What follows belongs to an exercise in optimizing a design on an open flow for small area, a short achievable clock period and few clock cycles; a production flow would make more cautious choices. Function was checked by simulation only, so behaviour that the tests miss may differ from the original.

==> flow/design.v <==
module aes_sbox (input wire [7:0] x, output wire [7:0] y);
    wire T1, T2, T3, T4, T5, T6, T7, T8, T9, T10, T11, T12, T13, T14, T15, T16, T17, T18, T19, T20, T21, T22, T23, T24, T25, T26, T27, M1, M2, M3, M4, M5, M6, M7, M8, M9, M10, M11, M12, M13, M14, M15, M16, M17, M18, M19, M20, M21, M22, M23, M24, M25, M26, M27, M28, M29, M30, M31, M32, M33, M34, M35, M36, M37, M38, M39, M40, M41, M42, M43, M44, M45, M46, M47, M48, M49, M50, M51, M52, M53, M54, M55, M56, M57, M58, M59, M60, M61, M62, M63, L0, L1, L2, L3, L4, L5, L6, L7, L8, L9, L10, L11, L12, L13, L14, L15, L16, L17, L18, L19, L20, L21, L22, L23, L24, L25, L26, L27, L28, L29;
    assign T1 = x[7] ^ x[4];
    assign T2 = x[7] ^ x[2];
    assign T3 = x[7] ^ x[1];
    assign T4 = x[4] ^ x[2];
    assign T5 = x[3] ^ x[1];
    assign T6 = T1 ^ T5;
    assign T7 = x[6] ^ x[5];
    assign T8 = x[0] ^ T6;
    assign T9 = x[0] ^ T7;
    assign T10 = T6 ^ T7;
    assign T11 = x[6] ^ x[2];
    assign T12 = x[5] ^ x[2];
    assign T13 = T3 ^ T4;
    assign T14 = T6 ^ T11;
    assign T15 = T5 ^ T11;
    assign T16 = T5 ^ T12;
    assign T17 = T9 ^ T16;
    assign T18 = x[4] ^ x[0];
    assign T19 = T7 ^ T18;
    assign T20 = T1 ^ T19;
    assign T21 = x[1] ^ x[0];
    assign T22 = T7 ^ T21;
    assign T23 = T2 ^ T22;
    assign T24 = T2 ^ T10;
    assign T25 = T20 ^ T17;
    assign T26 = T3 ^ T16;
    assign T27 = T1 ^ T12;
    assign M1 = T13 & T6;
    assign M2 = T23 & T8;
    assign M3 = T14 ^ M1;
    assign M4 = T19 & x[0];
    assign M5 = M4 ^ M1;
    assign M6 = T3 & T16;
    assign M7 = T22 & T9;
    assign M8 = T26 ^ M6;
    assign M9 = T20 & T17;
    assign M10 = M9 ^ M6;
    assign M11 = T1 & T15;
    assign M12 = T4 & T27;
    assign M13 = M12 ^ M11;
    assign M14 = T2 & T10;
    assign M15 = M14 ^ M11;
    assign M16 = M3 ^ M2;
    assign M17 = M5 ^ T24;
    assign M18 = M8 ^ M7;
    assign M19 = M10 ^ M15;
    assign M20 = M16 ^ M13;
    assign M21 = M17 ^ M15;
    assign M22 = M18 ^ M13;
    assign M23 = M19 ^ T25;
    assign M24 = M22 ^ M23;
    assign M25 = M22 & M20;
    assign M26 = M21 ^ M25;
    assign M27 = M20 ^ M21;
    assign M28 = M23 ^ M25;
    assign M29 = M28 & M27;
    assign M30 = M26 & M24;
    assign M31 = M20 & M23;
    assign M32 = M27 & M31;
    assign M33 = M27 ^ M25;
    assign M34 = M21 & M22;
    assign M35 = M24 & M34;
    assign M36 = M24 ^ M25;
    assign M37 = M21 ^ M29;
    assign M38 = M32 ^ M33;
    assign M39 = M23 ^ M30;
    assign M40 = M35 ^ M36;
    assign M41 = M38 ^ M40;
    assign M42 = M37 ^ M39;
    assign M43 = M37 ^ M38;
    assign M44 = M39 ^ M40;
    assign M45 = M42 ^ M41;
    assign M46 = M44 & T6;
    assign M47 = M40 & T8;
    assign M48 = M39 & x[0];
    assign M49 = M43 & T16;
    assign M50 = M38 & T9;
    assign M51 = M37 & T17;
    assign M52 = M42 & T15;
    assign M53 = M45 & T27;
    assign M54 = M41 & T10;
    assign M55 = M44 & T13;
    assign M56 = M40 & T23;
    assign M57 = M39 & T19;
    assign M58 = M43 & T3;
    assign M59 = M38 & T22;
    assign M60 = M37 & T20;
    assign M61 = M42 & T1;
    assign M62 = M45 & T4;
    assign M63 = M41 & T2;
    assign L0 = M61 ^ M62;
    assign L1 = M50 ^ M56;
    assign L2 = M46 ^ M48;
    assign L3 = M47 ^ M55;
    assign L4 = M54 ^ M58;
    assign L5 = M49 ^ M61;
    assign L6 = M62 ^ L5;
    assign L7 = M46 ^ L3;
    assign L8 = M51 ^ M59;
    assign L9 = M52 ^ M53;
    assign L10 = M53 ^ L4;
    assign L11 = M60 ^ L2;
    assign L12 = M48 ^ M51;
    assign L13 = M50 ^ L0;
    assign L14 = M52 ^ M61;
    assign L15 = M55 ^ L1;
    assign L16 = M56 ^ L0;
    assign L17 = M57 ^ L1;
    assign L18 = M58 ^ L8;
    assign L19 = M63 ^ L4;
    assign L20 = L0 ^ L1;
    assign L21 = L1 ^ L7;
    assign L22 = L3 ^ L12;
    assign L23 = L18 ^ L2;
    assign L24 = L15 ^ L9;
    assign L25 = L6 ^ L10;
    assign L26 = L7 ^ L9;
    assign L27 = L8 ^ L10;
    assign L28 = L11 ^ L14;
    assign L29 = L11 ^ L17;
    assign y[7] = L6 ^ L24;
    assign y[6] = ~(L16 ^ L26);
    assign y[5] = ~(L19 ^ L28);
    assign y[4] = L6 ^ L21;
    assign y[3] = L20 ^ L22;
    assign y[2] = L25 ^ L29;
    assign y[1] = ~(L13 ^ L27);
    assign y[0] = ~(L6 ^ L23);
endmodule
module aes_sbox_ed #(parameter DSN = 0) (input wire [7:0] x, input wire dec, input wire ds, output wire [7:0] y);
    wire [7:0] xi;
    wire f_T1, f_T2, f_T3, f_T4, f_T5, f_T6, f_T7, f_T8, f_T9, f_T10, f_T11, f_T12, f_T13, f_T14, f_T15, f_T16, f_T17, f_T18, f_T19, f_T20, f_T21, f_T22, f_T23, f_T24, f_T25, f_T26, f_T27;
    wire p0, p1, p2, p3, p4, p5, p6, p7, p8, p9, p10, p11, p12, p13, p14, p15, p16, p17, p18, p19, p20, p21, p22, p23, p24, p25, p26, p27, p28, p29, p30;
    wire i_T13, i_T6, i_T23, i_T8, i_T14, i_T19, i_D, i_T3, i_T16, i_T22, i_T9, i_T26, i_T20, i_T17, i_T1, i_T15, i_T4, i_T27, i_T2, i_T10, i_T24, i_T25, T13, T6, T23, T8, T14, T19, D, T3, T16, T22, T9, T26, T20, T17, T1, T15, T4, T27, T2, T10, T24, T25;
    wire M1, M2, M3, M4, M5, M6, M7, M8, M9, M10, M11, M12, M13, M14, M15, M16, M17, M18, M19, M20, M21, M22, M23, M24, M25, M26, M27, M28, M29, M30, M31, M32, M33, M34, M35, M36, M37, M38, M39, M40, M41, M42, M43, M44, M45, M46, M47, M48, M49, M50, M51, M52, M53, M54, M55, M56, M57, M58, M59, M60, M61, M62, M63;
    wire [7:0] sf, si;
    wire L0, L1, L2, L3, L4, L5, L6, L7, L8, L9, L10, L11, L12, L13, L14, L15, L16, L17, L18, L19, L20, L21, L22, L23, L24, L25, L26, L27, L28, L29;
    wire q0, q1, q2, q3, q4, q5, q6, q7, q8, q9, q10, q11, q12, q13, q14, q15, q16, q17, q18, q19, q20, q21, q22, q23, q24, q25, q26, q27, q28, q29, q30, q31, q32, q33, q34, q35, q36;
    assign xi[7] = x[6] ^ x[4] ^ x[1];
    assign xi[6] = x[5] ^ x[3] ^ x[0];
    assign xi[5] = x[7] ^ x[4] ^ x[2];
    assign xi[4] = x[6] ^ x[3] ^ x[1];
    assign xi[3] = x[5] ^ x[2] ^ x[0];
    assign xi[2] = ~(x[7] ^ x[4] ^ x[1]);
    assign xi[1] = x[6] ^ x[3] ^ x[0];
    assign xi[0] = ~(x[7] ^ x[5] ^ x[2]);
    assign f_T1 = x[7] ^ x[4];
    assign f_T2 = x[7] ^ x[2];
    assign f_T3 = x[7] ^ x[1];
    assign f_T4 = x[4] ^ x[2];
    assign f_T5 = x[3] ^ x[1];
    assign f_T6 = f_T1 ^ f_T5;
    assign f_T7 = x[6] ^ x[5];
    assign f_T8 = x[0] ^ f_T6;
    assign f_T9 = x[0] ^ f_T7;
    assign f_T10 = f_T6 ^ f_T7;
    assign f_T11 = x[6] ^ x[2];
    assign f_T12 = x[5] ^ x[2];
    assign f_T13 = f_T3 ^ f_T4;
    assign f_T14 = f_T6 ^ f_T11;
    assign f_T15 = f_T5 ^ f_T11;
    assign f_T16 = f_T5 ^ f_T12;
    assign f_T17 = f_T9 ^ f_T16;
    assign f_T18 = x[4] ^ x[0];
    assign f_T19 = f_T7 ^ f_T18;
    assign f_T20 = f_T1 ^ f_T19;
    assign f_T21 = x[1] ^ x[0];
    assign f_T22 = f_T7 ^ f_T21;
    assign f_T23 = f_T2 ^ f_T22;
    assign f_T24 = f_T2 ^ f_T10;
    assign f_T25 = f_T20 ^ f_T17;
    assign f_T26 = f_T3 ^ f_T16;
    assign f_T27 = f_T1 ^ f_T12;
    assign p0 = x[6] ^ x[4];
    assign p1 = x[1] ^ x[0];
    assign p2 = x[4] ^ x[3];
    assign p3 = x[6] ^ x[3];
    assign p4 = x[7] ^ x[2];
    assign p5 = p0 ^ p1;
    assign p6 = x[7] ^ x[6];
    assign p7 = p1 ^ p3;
    assign p8 = x[2] ^ x[1];
    assign p9 = x[7] ^ x[3];
    assign p10 = x[7] ^ x[4];
    assign p11 = x[3] ^ x[0];
    assign p12 = x[5] ^ x[1];
    assign p13 = x[5] ^ x[0];
    assign p14 = x[5] ^ x[2];
    assign p15 = x[7] ^ x[0];
    assign p16 = p2 ^ p8;
    assign p17 = p1 ^ p2;
    assign p18 = p3 ^ p15;
    assign p19 = x[7] ^ p0;
    assign p20 = x[0] ^ p2;
    assign p21 = p1 ^ p6;
    assign p22 = x[5] ^ p2;
    assign p23 = p0 ^ p14;
    assign p24 = p0 ^ p13;
    assign p25 = p3 ^ p12;
    assign p26 = x[5] ^ p4;
    assign p27 = p0 ^ p9;
    assign p28 = x[5] ^ p5;
    assign p29 = p4 ^ p5;
    assign p30 = p4 ^ p7;
    assign i_T13 = ~(p21);
    assign T13 = (ds ^ DSN) ? i_T13 : f_T13;
    assign i_T6 = p23;
    assign T6 = (ds ^ DSN) ? i_T6 : f_T6;
    assign i_T23 = p10;
    assign T23 = (ds ^ DSN) ? i_T23 : f_T23;
    assign i_T8 = ~(p19);
    assign T8 = (ds ^ DSN) ? i_T8 : f_T8;
    assign i_T14 = ~(p30);
    assign T14 = (ds ^ DSN) ? i_T14 : f_T14;
    assign i_T19 = ~(p5);
    assign T19 = (ds ^ DSN) ? i_T19 : f_T19;
    assign i_D = ~(p26);
    assign D = (ds ^ DSN) ? i_D : x[0];
    assign i_T3 = p17;
    assign T3 = (ds ^ DSN) ? i_T3 : f_T3;
    assign i_T16 = ~(p25);
    assign T16 = (ds ^ DSN) ? i_T16 : f_T16;
    assign i_T22 = ~(p0);
    assign T22 = (ds ^ DSN) ? i_T22 : f_T22;
    assign i_T9 = ~(p20);
    assign T9 = (ds ^ DSN) ? i_T9 : f_T9;
    assign i_T26 = ~(p24);
    assign T26 = (ds ^ DSN) ? i_T26 : f_T26;
    assign i_T20 = ~(p7);
    assign T20 = (ds ^ DSN) ? i_T20 : f_T20;
    assign i_T17 = p28;
    assign T17 = (ds ^ DSN) ? i_T17 : f_T17;
    assign i_T1 = p2;
    assign T1 = (ds ^ DSN) ? i_T1 : f_T1;
    assign i_T15 = ~(p29);
    assign T15 = (ds ^ DSN) ? i_T15 : f_T15;
    assign i_T4 = ~(p27);
    assign T4 = (ds ^ DSN) ? i_T4 : f_T4;
    assign i_T27 = ~(p16);
    assign T27 = (ds ^ DSN) ? i_T27 : f_T27;
    assign i_T2 = ~(p6);
    assign T2 = (ds ^ DSN) ? i_T2 : f_T2;
    assign i_T10 = p18;
    assign T10 = (ds ^ DSN) ? i_T10 : f_T10;
    assign i_T24 = ~(p11);
    assign T24 = (ds ^ DSN) ? i_T24 : f_T24;
    assign i_T25 = ~(p22);
    assign T25 = (ds ^ DSN) ? i_T25 : f_T25;
    assign M1 = T13 & T6;
    assign M2 = T23 & T8;
    assign M3 = T14 ^ M1;
    assign M4 = T19 & D;
    assign M5 = M4 ^ M1;
    assign M6 = T3 & T16;
    assign M7 = T22 & T9;
    assign M8 = T26 ^ M6;
    assign M9 = T20 & T17;
    assign M10 = M9 ^ M6;
    assign M11 = T1 & T15;
    assign M12 = T4 & T27;
    assign M13 = M12 ^ M11;
    assign M14 = T2 & T10;
    assign M15 = M14 ^ M11;
    assign M16 = M3 ^ M2;
    assign M17 = M5 ^ T24;
    assign M18 = M8 ^ M7;
    assign M19 = M10 ^ M15;
    assign M20 = M16 ^ M13;
    assign M21 = M17 ^ M15;
    assign M22 = M18 ^ M13;
    assign M23 = M19 ^ T25;
    assign M24 = M22 ^ M23;
    assign M25 = M22 & M20;
    assign M26 = M21 ^ M25;
    assign M27 = M20 ^ M21;
    assign M28 = M23 ^ M25;
    assign M29 = M28 & M27;
    assign M30 = M26 & M24;
    assign M31 = M20 & M23;
    assign M32 = M27 & M31;
    assign M33 = M27 ^ M25;
    assign M34 = M21 & M22;
    assign M35 = M24 & M34;
    assign M36 = M24 ^ M25;
    assign M37 = M21 ^ M29;
    assign M38 = M32 ^ M33;
    assign M39 = M23 ^ M30;
    assign M40 = M35 ^ M36;
    assign M41 = M38 ^ M40;
    assign M42 = M37 ^ M39;
    assign M43 = M37 ^ M38;
    assign M44 = M39 ^ M40;
    assign M45 = M42 ^ M41;
    assign M46 = M44 & T6;
    assign M47 = M40 & T8;
    assign M48 = M39 & D;
    assign M49 = M43 & T16;
    assign M50 = M38 & T9;
    assign M51 = M37 & T17;
    assign M52 = M42 & T15;
    assign M53 = M45 & T27;
    assign M54 = M41 & T10;
    assign M55 = M44 & T13;
    assign M56 = M40 & T23;
    assign M57 = M39 & T19;
    assign M58 = M43 & T3;
    assign M59 = M38 & T22;
    assign M60 = M37 & T20;
    assign M61 = M42 & T1;
    assign M62 = M45 & T4;
    assign M63 = M41 & T2;
    assign L0 = M61 ^ M62;
    assign L1 = M50 ^ M56;
    assign L2 = M46 ^ M48;
    assign L3 = M47 ^ M55;
    assign L4 = M54 ^ M58;
    assign L5 = M49 ^ M61;
    assign L6 = M62 ^ L5;
    assign L7 = M46 ^ L3;
    assign L8 = M51 ^ M59;
    assign L9 = M52 ^ M53;
    assign L10 = M53 ^ L4;
    assign L11 = M60 ^ L2;
    assign L12 = M48 ^ M51;
    assign L13 = M50 ^ L0;
    assign L14 = M52 ^ M61;
    assign L15 = M55 ^ L1;
    assign L16 = M56 ^ L0;
    assign L17 = M57 ^ L1;
    assign L18 = M58 ^ L8;
    assign L19 = M63 ^ L4;
    assign L20 = L0 ^ L1;
    assign L21 = L1 ^ L7;
    assign L22 = L3 ^ L12;
    assign L23 = L18 ^ L2;
    assign L24 = L15 ^ L9;
    assign L25 = L6 ^ L10;
    assign L26 = L7 ^ L9;
    assign L27 = L8 ^ L10;
    assign L28 = L11 ^ L14;
    assign L29 = L11 ^ L17;
    assign sf[7] = L6 ^ L24;
    assign sf[6] = ~(L16 ^ L26);
    assign sf[5] = ~(L19 ^ L28);
    assign sf[4] = L6 ^ L21;
    assign sf[3] = L20 ^ L22;
    assign sf[2] = L25 ^ L29;
    assign sf[1] = ~(L13 ^ L27);
    assign sf[0] = ~(L6 ^ L23);
    assign q0 = M52 ^ M61;
    assign q1 = M58 ^ q0;
    assign q2 = M62 ^ q1;
    assign q3 = M54 ^ M59;
    assign q4 = M47 ^ M50;
    assign q5 = M48 ^ M56;
    assign q6 = M46 ^ M51;
    assign q7 = M53 ^ M59;
    assign q8 = M49 ^ M60;
    assign q9 = M55 ^ M63;
    assign q10 = q3 ^ q4;
    assign q11 = q5 ^ q8;
    assign q12 = M50 ^ q7;
    assign q13 = M57 ^ M63;
    assign q14 = M49 ^ M51;
    assign q15 = M54 ^ M57;
    assign q16 = M46 ^ M48;
    assign q17 = M57 ^ M61;
    assign q18 = q3 ^ q14;
    assign q19 = q9 ^ q17;
    assign q20 = q5 ^ q13;
    assign q21 = q0 ^ q9;
    assign q22 = q4 ^ q15;
    assign q23 = q3 ^ q16;
    assign q24 = q12 ^ q20;
    assign q25 = q1 ^ q6;
    assign q26 = q11 ^ q22;
    assign q27 = q10 ^ q11;
    assign q28 = q6 ^ q10;
    assign q29 = M49 ^ q12;
    assign q30 = q24 ^ q25;
    assign q31 = q21 ^ q27;
    assign q32 = q2 ^ q23;
    assign q33 = q2 ^ q29;
    assign q34 = q2 ^ q18;
    assign q35 = q2 ^ q26;
    assign q36 = q2 ^ q28;
    assign si[7] = q34;
    assign si[6] = q31;
    assign si[5] = q35;
    assign si[4] = q32;
    assign si[3] = q30;
    assign si[2] = q36;
    assign si[1] = q33;
    assign si[0] = q19;
    assign y = dec ? si : sf;
endmodule
module aes256_cbc (
    input  wire         clk,
    input  wire         rst,           
    input  wire         init,          
    input  wire         init_decrypt,  
    input  wire [255:0] init_key,
    input  wire [127:0] init_iv,
    input  wire         start,         
    input  wire [127:0] din,
    output wire         ready,
    output reg          done,
    output wire [127:0] dout
);
    localparam [1:0] S_IDLE = 2'd0,
                     S_KEXP = 2'd1,
                     S_RUN  = 2'd2;
    reg [1:0]   fsm;
    reg [3:0]   rnd;
    reg         dec;
    reg [7:0]   dp;          
    reg [7:0]   dn;          
    reg [127:0] st;
    reg [255:0] w;
    reg [255:0] base;
    reg [127:0] r1;
    reg [127:0] r2;
    wire running = (fsm == S_RUN);
    wire last    = running & (rnd == 4'd14);
    assign ready = (fsm == S_IDLE) | last;
    assign dout  = r1;
    wire take_init  = ready & init & ~rst;
    wire take_start = ready & start & ~init & ~rst;
    function [7:0] xtime;
        input [7:0] a;
        xtime = {a[6:0], 1'b0} ^ (a[7] ? 8'h1b : 8'h00);
    endfunction
    function [127:0] swp;
        input [127:0] x;
        swp = {x[127:96], x[31:0], x[63:32], x[95:64]};
    endfunction
    wire        kinv = dec & running;
    wire [31:0] hi0 = w[255:224], hi1 = w[223:192], hi2 = w[191:160], hi3 = w[159:128];
    wire [31:0] ksub;
    genvar gi, gr, gc;
    generate
        for (gi = 0; gi < 4; gi = gi + 1) begin : g_ksbox
            aes_sbox u_ksbox (.x(w[31 - 8*gi -: 8]), .y(ksub[31 - 8*gi -: 8]));
        end
    endgenerate
    reg [7:0] rcon;
    always @(*) begin
        case ({kinv, rnd[3:1]})
            4'b0_000: rcon = 8'h01;
            4'b0_001: rcon = 8'h02;
            4'b0_010: rcon = 8'h04;
            4'b0_011: rcon = 8'h08;
            4'b0_100: rcon = 8'h10;
            4'b0_101: rcon = 8'h20;
            4'b0_110: rcon = 8'h40;
            4'b1_000: rcon = 8'h40;
            4'b1_001: rcon = 8'h20;
            4'b1_010: rcon = 8'h10;
            4'b1_011: rcon = 8'h08;
            4'b1_100: rcon = 8'h04;
            4'b1_101: rcon = 8'h02;
            4'b1_110: rcon = 8'h01;
            default:  rcon = 8'h00;
        endcase
    end
    wire [31:0] kt  = rnd[0] ? {ksub[23:0], ksub[31:24]} : ksub;
    wire [31:0] hr0 = hi0 ^ (rnd[0] ? {rcon, 24'h000000} : 32'h0);
    wire [31:0] hr1 = hr0 ^ hi1, hr2 = hr1 ^ hi2, hr3 = hr2 ^ hi3;
    wire [31:0] kn0 = hr0 ^ kt;
    wire [31:0] kn1 = kinv ? (hi1 ^ hi0) : (hr1 ^ kt);
    wire [31:0] kn2 = kinv ? (hi2 ^ hi1) : (hr2 ^ kt);
    wire [31:0] kn3 = kinv ? (hi3 ^ hi2) : (hr3 ^ kt);
    wire [255:0] wstep = {w[127:0], kn0, kn1, kn2, kn3};
    wire [127:0] rk = dec ? swp(w[127:0]) : w[127:0];
    wire [127:0] sin, y, a, mc, pc;
    wire [127:0] m = y ^ (dec ? rk : 128'd0);
    generate
        for (gr = 0; gr < 4; gr = gr + 1) begin : g_sr_r
            for (gc = 0; gc < 4; gc = gc + 1) begin : g_sr_c
                assign sin[127 - 8*(gr + 4*gc) -: 8] = st[127 - 8*(gr + 4*((gc + gr) % 4)) -: 8];
            end
        end
        for (gi = 0; gi < 16; gi = gi + 1) begin : g_sbox
            aes_sbox_ed #(.DSN(gi % 2)) u_sbox (.x(sin[127 - 8*gi -: 8]), .dec(dec),
                .ds((gi % 2) ? dn[gi / 2] : dp[gi / 2]), .y(y[127 - 8*gi -: 8]));
        end
    endgenerate
    assign a = y ^ rk;
    generate
        for (gc = 0; gc < 4; gc = gc + 1) begin : g_col
            wire [7:0] b0 = m[127 - 32*gc -: 8];
            wire [7:0] b1 = m[119 - 32*gc -: 8];
            wire [7:0] b2 = m[111 - 32*gc -: 8];
            wire [7:0] b3 = m[103 - 32*gc -: 8];
            wire [7:0] t  = b0 ^ b1 ^ b2 ^ b3;
            wire [7:0] c0 = b0 ^ t ^ xtime(b0 ^ b1);
            wire [7:0] c1 = b1 ^ t ^ xtime(b1 ^ b2);
            wire [7:0] c2 = b2 ^ t ^ xtime(b2 ^ b3);
            wire [7:0] c3 = b3 ^ t ^ xtime(b3 ^ b0);
            wire [7:0] t2 = xtime(t);
            wire [7:0] u  = xtime(xtime(b0 ^ b2 ^ t2));
            wire [7:0] v  = xtime(xtime(b1 ^ b3 ^ t2));
            assign mc[127 - 32*gc -: 8] = c0;
            assign mc[119 - 32*gc -: 8] = c1;
            assign mc[111 - 32*gc -: 8] = c2;
            assign mc[103 - 32*gc -: 8] = c3;
            assign pc[127 - 32*gc -: 8] = c0 ^ u;
            assign pc[119 - 32*gc -: 8] = c1 ^ v;
            assign pc[111 - 32*gc -: 8] = c2 ^ u;
            assign pc[103 - 32*gc -: 8] = c3 ^ v;
        end
    endgenerate
    wire [127:0] round_out = dec ? pc : (mc ^ rk);
    wire [127:0] wx     = dec ? 128'd0 : (last ? a : r2);
    wire [127:0] wk     = din ^ base[255:128];
    wire [127:0] whiten = (dec ? swp(wk) : wk) ^ wx;
    always @(posedge clk) begin
        if (rst) begin
            fsm  <= S_IDLE;
            done <= 1'b0;
        end else begin
            done <= last;
            if (take_init) begin
                fsm <= init_decrypt ? S_KEXP : S_IDLE;
                rnd <= 4'd0;
            end else if (take_start) begin
                fsm <= S_RUN;
                rnd <= 4'd1;
            end else begin
                rnd <= rnd + 4'd1;
                if (last || (fsm == S_KEXP && rnd == 4'd13))
                    fsm <= S_IDLE;
            end
        end
    end
    always @(posedge clk) begin
        st <= take_start ? whiten : round_out;
        if ((running && !last) || (fsm == S_KEXP && rnd != 4'd0))
            w <= wstep;
        else
            w <= base;
        if (take_start)                 dp[0] <= dec;
        if (ready)                      dp[1] <= dec;
        if (fsm == S_IDLE)              dp[2] <= dec;
        if (!running)                   dp[3] <= dec;
        if (fsm != S_KEXP)              dp[4] <= dec;
        if (!take_init)                 dp[5] <= dec;
                                        dp[6] <= dec;
        if (running || take_start)      dp[7] <= dec;
        if (take_init)                  dn[0] <= ~init_decrypt;
        if (take_start)                 dn[1] <= ~dec;
        if (ready)                      dn[2] <= ~dec;
        if (fsm == S_IDLE)              dn[3] <= ~dec;
        if (!running)                   dn[4] <= ~dec;
        if (fsm != S_KEXP)              dn[5] <= ~dec;
        if (!take_init)                 dn[6] <= ~dec;
                                        dn[7] <= ~dec;
        if (take_init) begin
            dec  <= init_decrypt;
            base <= init_key;
        end else if (fsm == S_KEXP && rnd == 4'd13) begin
            base <= {kn0, kn1, kn2, kn3, w[127:0]};
        end
        if (last)
            r1 <= dec ? (swp(a) ^ r2) : a;
        else if (running && dec && rnd == 4'd1)
            r1 <= swp(st) ^ base[255:128];
        if (take_init)
            r2 <= init_iv;
        else if (last)
            r2 <= dec ? r1 : a;
    end
endmodule
==> flow/flow/run.sh <==
#!/bin/bash
# The standard layout (standard.sh), with these changes:
#  - the standard synthesis script runs another ABC script (flow/my.abc) for
#    the technology mapping;
#  - the ports are buffered with the smallest buffer, sky130_fd_sc_hd__buf_1;
set -uo pipefail
here=$(pwd)
bash standard.sh SYNTH_SCRIPT="$here/flow/my_synth.tcl" \
    "BUFFER_PORTS_ARGS=-buffer_cell sky130_fd_sc_hd__buf_1" \
    SETUP_SLACK_MARGIN=6 \
    finish > "$here/standard_flow.log" 2>&1
==> flow/flow/my.abc <==
strash
dch -f
map -D 5000
topo
stime -c
buffer -c
upsize -c
dnsize -c
==> flow/flow/my_synth.tcl <==
# ORFS synthesis as synth_recipe.tcl runs it, with the ABC script flow/my.abc.
proc synth {args} { yosys synth -nofsm -noshare {*}$args }
set my_abc [file join [file dirname [file normalize [info script]]] my.abc]
set fh [open $::env(SCRIPTS_DIR)/synth.tcl]
set txt [read $fh]
close $fh
set old {log_cmd abc {*}$abc_args}
if {[string first $old $txt] < 0} { error "abc call not found in synth.tcl" }
set txt [string map [list $old "log_cmd abc {*}\[lreplace \$abc_args 1 1 $my_abc\]"] $txt]
eval $txt
# left out here: clear keep_hierarchy, flatten, clean up, hide names made inside functions, write 1_2_yosys.v
==> flow/standard.sh <==
#!/bin/bash
# synth_recipe.tcl (not shown) runs the flow's synth.tcl, then flattens the netlist and writes it again
# the make line also repeats each setting of config.mk as NAME=value (left out here)
make -C /OpenROAD-flow-scripts/flow DESIGN_CONFIG=/design/flow/config.mk WORK_HOME=/design/flow/orfs CLKGATE_MAP_FILE= SYNTH_SCRIPT=/design/flow/synth_recipe.tcl "${@:-finish}"
==> flow/config.mk <==
export PLATFORM = sky130hd
export DESIGN_NAME = aes256_cbc
export DESIGN_NICKNAME = aes256_cbc
export VERILOG_FILES = /design/flow/design.v
export SDC_FILE = /design/flow/constraint.sdc
export NUM_CORES = 8
export LEC_CHECK = 0
export CAP_MARGIN = 20
export CORE_MARGIN = 2
export CORE_UTILIZATION = 60
export SETUP_SLACK_MARGIN = 5
export SLEW_MARGIN = 40
export TNS_END_PERCENT = 20
==> flow/constraint.sdc <==
create_clock -name core_clock -period 13.0 [get_ports {clk}]
set_input_delay 2.6000 -clock core_clock [delete_from_list [all_inputs] [get_ports {clk}]]
set_output_delay 2.6000 -clock core_clock [all_outputs]
set_load 0.01 [all_outputs]
==> metrics.yaml, run 1 <==
floorplanning:
  num_rows: 145
  core_mm2: 0.157
  die_area_mm2: 0.161
  pin_count: 647
  start_util_pct: 60.5
  die_w_um: 401
  die_y_um: 401
setup_path:
  crit_top_cell: "nand2_1"
  reg2reg_slack_ns: 5.96
  crit_path_end: "base[135]"
  reg2reg_to: "base[135]"
  cp.arrival_ns: 7.56
  cp_top_family: "XOR/XNOR gates"
  cp_data_required_time_ns: 13.52
  reg2reg_from: "w[1]"
  cp-startpoint: "w[1]"
  cpPeakStageDelay_ns: 0.60
  ff2ff_path_depth: 28
  cp_max_fo: 7
  worstSetupPathType: "flip-flop to flip-flop"
  slowest_stage: "dfxtp_1"
  cp_num_buf_inv: 4
  start_kind: "flip-flop"
  cp_num_cells: 28
  end_kind: "flip-flop"
detailed_routing:
  ant_nets: 0
  vias_per_cell: 6.27
  drtPass1Iterations: 12
  drt-initial-drc-count: 17000
  wl_um: 433000
  wl_per_cell_um: 27.7
  via_count: 97900
  drc: 0
clocking:
  clock-sinks: 920
  root_buffer: "clkbuf_16"
  cts_buffers: 106
  h-tree-depth: 3
  clk_latency_ns: 0.82
  cts_tree: "yes"
  clockBufferDepth: 3
  clkTransAtPathRegs_ns: 0.07
  cts_hold_buffers: 0
timing:
  worst_pin_slew_ns: 1.06
  slew_headroom_pct: 29.4
  rsz0062_at_grt: "true"
  hold_ws_ns: 0.445
  setup_viol: 0
  drv_slew: 0
  min_period_ns: 7.04
  skew_ns: 0.0817
  setup_tns_ns: 0
  finalCritPeriodShare_pct: 54.1
  clock.fmax_ghz: 0.142
  hold_viol_final: 0
layout:
  layout_commonest_cell: "nand2_1"
  fin_area_mm2: 0.106
  fin_util_pct: 67.5
  nets: 14000
  final_cell_mix: "nand2_1 (2740), xor2_1 (1856), nor2_1 (1113)"
  drive_gt1_share_pct: 11.8
  area_growth_pct: 11.5
logic_synthesis:
  seq_area_frac_synth_pct: 25.0
  synth-async-reset-ratio_pct: 0
  yosys_most_used_dff: "edfxtp_1"
  syn_area_mm2: 0.0948
  synth_edf_count: 531
  synth_fp_nets: 13600
  avgSynthCellArea_um2: 7.26
  synth_cell_types: 94
  synthesis.instances: 13000
  synth_warnings: 1
  synth_seq_cells: 920
outcome:
  status: "complete, no violations"
global_route:
  grt_pass1_wl_um: 598000
  antenna_found_initial: 48
  grt_max_degree: 181
  track_usage_pct: 50.6
  grt_pass1_vias: 88000
  grt_overflow: 0
place:
  gp_congestion: 1.16
  dp_hpwl_um: 343000
  io_buffers: 646
  dpl-instance-area_mm2: 0.0977
min_path:
  min_path_cells: 2
  hold_class: "flip-flop to flip-flop"
run:
  drv_cap: 0
cell usage after synthesis (13+ instances only):
cell	instances	area share [%]
inv_2	156	0.62
o22ai_1	115	0.76
or2_2	20	0.13
edfxtp_1	531	17
xor2_1	1990	18
a21oi_1	997	5.3
xor2_4	17	0.49
o21bai_1	14	0.11
inv_1	756	3.0
buf_4	63	0.50
and2_1	44	0.29
nor2_2	26	0.17
nand3_1	234	1.2
a31oi_1	94	0.62
nor2_1	1120	4.4
a21boi_2	13	0.15
buf_1	56	0.22
nand2_2	160	1.1
buf_2	111	0.59
dfxtp_1	389	8.2
or2_1	48	0.32
mux2i_1	32	0.34
xor2_2	108	1.9
nand2_4	21	0.25
xnor2_1	1020	9.4
xnor2_2	83	1.4
o21ai_2	37	0.34
o21ai_0	1049	5.5
nor3_1	15	0.079
nand2_1	2780	11
o211ai_1	59	0.47
a22oi_1	38	0.30
o21ai_1	192	1.0
o21a_1	56	0.44
clkbuf_1	342	1.4
nand4_1	25	0.16
and3_1	18	0.12
cell type report:
cell class	instances	area, µm²
multi-input combinational	10600	67300
fill	13300	50900
clock inverter	63	816
antenna	39	97.6
clock buffer	138	2960
timing repair inverter	5	32.5
sequential	920	24100
inverter	925	3570
timing repair buffer	864	4220
tap	2058	2570
per-stage QoR:
stage,worst slack [ns],instances
floorplan,5.60,13000
global placement,5.50,15200
detailed placement,5.43,15200
CTS,5.82,15400
global route,5.81,15600
finish,5.96,15600
what timing repair did:
item,CTS,global route
pin swaps,0,57
gates resized for setup,68,540
setup buffers,10,128
cloned,3,2
hold endpoints to repair,0,0
endpoints found under the setup margin,128,251
worst min-delay path by stage:
stage,end,from,slack (ns)
floorplan,w[50],base[50],0.42
global placement,w[116],base[116],0.42
detailed placement,w[36],base[36],0.43
CTS,w[36],base[36],0.45
global route,w[74],base[74],0.47
finish,w[118],base[118],0.45
state kept, by name (all words and copies together) (netlist names), 2 cells and up:
register	flops
st	128
rnd	4
r2	128
r1	128
w	256
dn	8
base	256
dp	8
fsm	2
cells by family after synthesis:
logic type / Yosys count / share of synthesized area (%)
AOI/OAI and AO/OA: 2760 / 16.1
xor gates and xnor gates: 3231 / 31.9
adders and majority gates: 12 / 0.158
buffers and inverters: 1526 / 6.68
DFF: 920 / 25.0
muxes: 35 / 0.388
and+or+nand+nor: 4564 / 19.7
worst min-delay path, stage by stage (launching register included):
cell and delay [ns]:
edfxtp_1 0.32, nand2_1 0.04, o21ai_0 0.05
routing by layer:
layer | track usage (%) | wire, µm | up-vias
li1 | - | - | 42700
met1 | 64.2 | 154000 | 45300
met2 | 69.1 | 168000 | 8077
met3 | 22.1 | 74000 | 1720
met4 | 33.4 | 36100 | 34
met5 | 0.624 | 713 | -
Testbench counts, summed over its fixed seeds: cycles 14,600.
==> run 2: changes to the inputs <==
--- a/flow/config.mk
+++ b/flow/config.mk
@@ -11,3 +11,3 @@
 export SETUP_SLACK_MARGIN = 5
 export SLEW_MARGIN = 40
-export TNS_END_PERCENT = 20
+export TNS_END_PERCENT = 0
==> run 2 against run 1 <==
Net effect: via count is 0.14% lower; cell area is 0.20% lower; critical path depth is 1 higher; critical path type unchanged.
==> metrics.yaml, run 2 <==
layout:
  drive_gt1_share_pct: 11.6  # -0.19 points
  fill_cells: 13400  # +0.11%
  fin_util_pct: 67.4  # -0.13 points
  nets: 13900  # -0.079%
  layout_commonest_cell: "nand2_1"
  final_cell_mix: "nand2_1 (2743), xor2_1 (1865), nor2_1 (1113)"
  reg_top3: "base: 256 flops, w: 256 flops"
  area_growth_pct: 11.2
run:
  drv_cap: 0  # unchanged
global_route:
  grt_overflow: 0  # unchanged
  grt_pass1_wl_um: 598000  # about the same
  grt_max_degree: 181  # unchanged
  antenna_found_initial: 49  # +2.1%
  track_usage_pct: 50.6  # about the same
  grt_pass1_vias: 88000  # -0.039%
floorplanning:
  pin_count: 647  # unchanged
  start_util_pct: 60.5  # unchanged
  die_area_mm2: 0.161  # unchanged
  die_y_um: 401  # unchanged
  die_w_um: 401  # unchanged
  core_mm2: 0.157  # unchanged
  num_rows: 145  # unchanged
detailed_routing:
  drt-initial-drc-count: 17300  # +1.9%
  wl_um: 433000  # -0.11%
  wl_per_cell_um: 27.7  # about the same
  via_count: 97800  # -0.14%
  drc: 0  # unchanged
  ant_nets: 0  # unchanged
  drtPass1Iterations: 11  # -1
  vias_per_cell: 6.27  # about the same
logic_synthesis:
  synthesis.instances: 13000  # unchanged
  synth_top_area_share_pct: 18.4  # unchanged
  synth.most_common_cell: "nand2_1"
  ys_top_cells_by_count: "nand2_1 (2780), xor2_1 (1990), nor2_1 (1120)"
  synth.area.top_cells: "xor2_1 (18%), edfxtp_1 (17%), nand2_1 (11%)"
  synth_cell_types: 94  # unchanged
  synth_edf_count: 531  # unchanged
  seq_area_frac_synth_pct: 25.0  # unchanged
  synth_fp_nets: 13600  # unchanged
  synth_top_cell_by_area: "xor2_1"
  synth_warnings: 1  # unchanged
  syn_area_mm2: 0.0948  # unchanged
  synth_seq_cells: 920  # unchanged
  synth-async-reset-ratio_pct: 0  # unchanged
  yosys_most_used_dff: "edfxtp_1"
  avgSynthCellArea_um2: 7.26  # unchanged
clocking:
  clkTransAtPathRegs_ns: 0.07  # about the same
  h-tree-depth: 3  # unchanged
  cts_buffers: 106  # unchanged
  clockBufferDepth: 3  # unchanged
  cts_tree: "yes"
  clk_latency_ns: 0.82  # about the same
  cts_hold_buffers: 0  # unchanged
  clock-sinks: 920  # unchanged
  root_buffer: "clkbuf_16"
setup_path:
  slowest_stage: "dfxtp_1"
  cp_max_fo: 7  # unchanged
  cp.arrival_ns: 7.47  # -0.09 ns
  cpPeakStageDelay_ns: 0.60  # about the same
  crit_top_cell: "nand2_1"
  cp_data_required_time_ns: 13.52  # about the same
  worstSetupPathType: "flip-flop to flip-flop"
  ff2ff_path_depth: 29  # +3.6%
  start_kind: "flip-flop"
  end_kind: "flip-flop"
timing:
  slew_headroom_pct: 31.5  # +2.1 points
  finalCritPeriodShare_pct: 53.4  # -0.72 points
  setup_tns_ns: 0  # unchanged
  min_period_ns: 6.95  # -0.0934 ns
  skew_ns: 0.0792  # -0.00249 ns
  setup_viol: 0  # unchanged
  rsz0062_at_grt: "true"
  clock.fmax_ghz: 0.144  # +1.3%
  drv_slew: 0  # unchanged
  worst_pin_slew_ns: 1.02  # -0.0421 ns
  hold_viol_final: 0  # unchanged
min_path:
  min_path_cells: 2  # unchanged
  hold_class: "flip-flop to flip-flop"
place:
  gp_congestion: 1.16  # unchanged
  io_buffers: 646  # unchanged
  dp_hpwl_um: 343000  # unchanged
outcome:
  status: "complete, no violations"
## run 2: cell counts after synthesis
No cell type changed its count.
## run 2: cell families after synthesis
| logic type | Yosys count | synth area share, % |
|---|---|---|
| xor gates and xnor gates | 3231 | 31.9 |
| muxes | 35 | 0.388 |
| AOI/OAI and AO/OA | 2760 | 16.1 |
| DFF | 920 | 25.0 |
| buffers and inverters | 1526 | 6.68 |
| adders and majority gates | 12 | 0.158 |
| and+or+nand+nor | 4564 | 19.7 |
## run 2: cell type report
| type | instances | area [µm²] | share of cell area [%] |
|---|---|---|---|
| inverters | 925 | 3580 | 3.39 |
| diodes | 34 | 85.1 | 0.0807 |
| flip-flops and latches | 920 | 24000 | 22.8 |
| multi-input cells | 10600 | 67200 | 63.7 |
| clock inverters | 63 | 816 | 0.774 |
| well taps | 2058 | 2570 | 2.44 |
| clock buffers | 138 | 2960 | 2.80 |
| repair inverters | 5 | 30.0 | 0.0285 |
| repair buffers | 853 | 4160 | 3.95 |
## run 2: path summary, 6_finish.rpt
| check | slack [ns] | to | start |
|---|---|---|---|
| setup / recovery | 6.05 | base[133] | w[1] |
| hold reg to reg | 0.44 | w[118] | base[118] |
| setup reg to reg | 6.05 | base[133] | w[1] |
| hold / removal | 0.44 | w[118] | base[118] |
## run 2: repair_timing
| item | CTS | global route |
|---|---|---|
| pin swaps | 0 | 47 |
| resized for setup | 30 | 552 |
| setup endpoints to repair | 128 | 252 |
| gates cloned | 3 | 2 |
| buffers inserted | 8 | 119 |
## run 2: layer usage
layer | routed length [µm] | track usage (%)
met5 | 255 | 0.565
met4 | 36800 | 34.0
met3 | 73700 | 21.9
met2 | 168000 | 68.8
met1 | 154000 | 64.2
## run 2: per-stage QoR
stage	instances	setup WS [ns]	area, µm²	hold WS (ns)
floorplan	13000	5.60	94800	0.419
global placement	15200	5.50	97700	0.423
detailed placement	15200	5.43	97700	0.433
CTS	15400	5.81	102000	0.448
global route	15600	5.77	105000	0.469
finish	15600	6.05	105000	0.444
## run 2: critical path, delay by kind of cell, from the launching register on
family | cells | cell delay [ns]
adders and majority gates | 1 | 0.33
xor gates and xnor gates | 10 | 2.82
and+or+nand+nor | 10 | 1.67
AOI/OAI and AO/OA | 5 | 0.68
buffers and inverters | 3 | 0.55
DFF | 1 | 0.60

==> static timing again, ports no longer ideal <==
In the flow no input, the clock included, has a driving cell. The finished layouts below were timed again as built, in two steps. Step 1 assumes that a clkbuf_16 drives the clock port and a buf_2 every other input. Step 2 adds t to the input delays and takes it off the output delays; t is the mean of the earliest and latest rising clock arrival at the registers after step 1. Input paths then give back, and output paths get back, about the clock's delay inside the block. Slacks: ideal / step 1 / step 2; pairs: ideal / step 1.
run | shift t [ns] | setup slack, ns | hold slack, ns | clock arrival spread, ns
run 1 | 0.877 | 5.961 / 5.961 / 5.961 | 0.445 / 0.445 / 0.445 | 0.085 / 0.085
run 2 | 0.875 | 6.054 / 6.054 / 6.054 | 0.444 / 0.444 / 0.444 | 0.080 / 0.080
After both steps setup and hold are still met in every run listed.
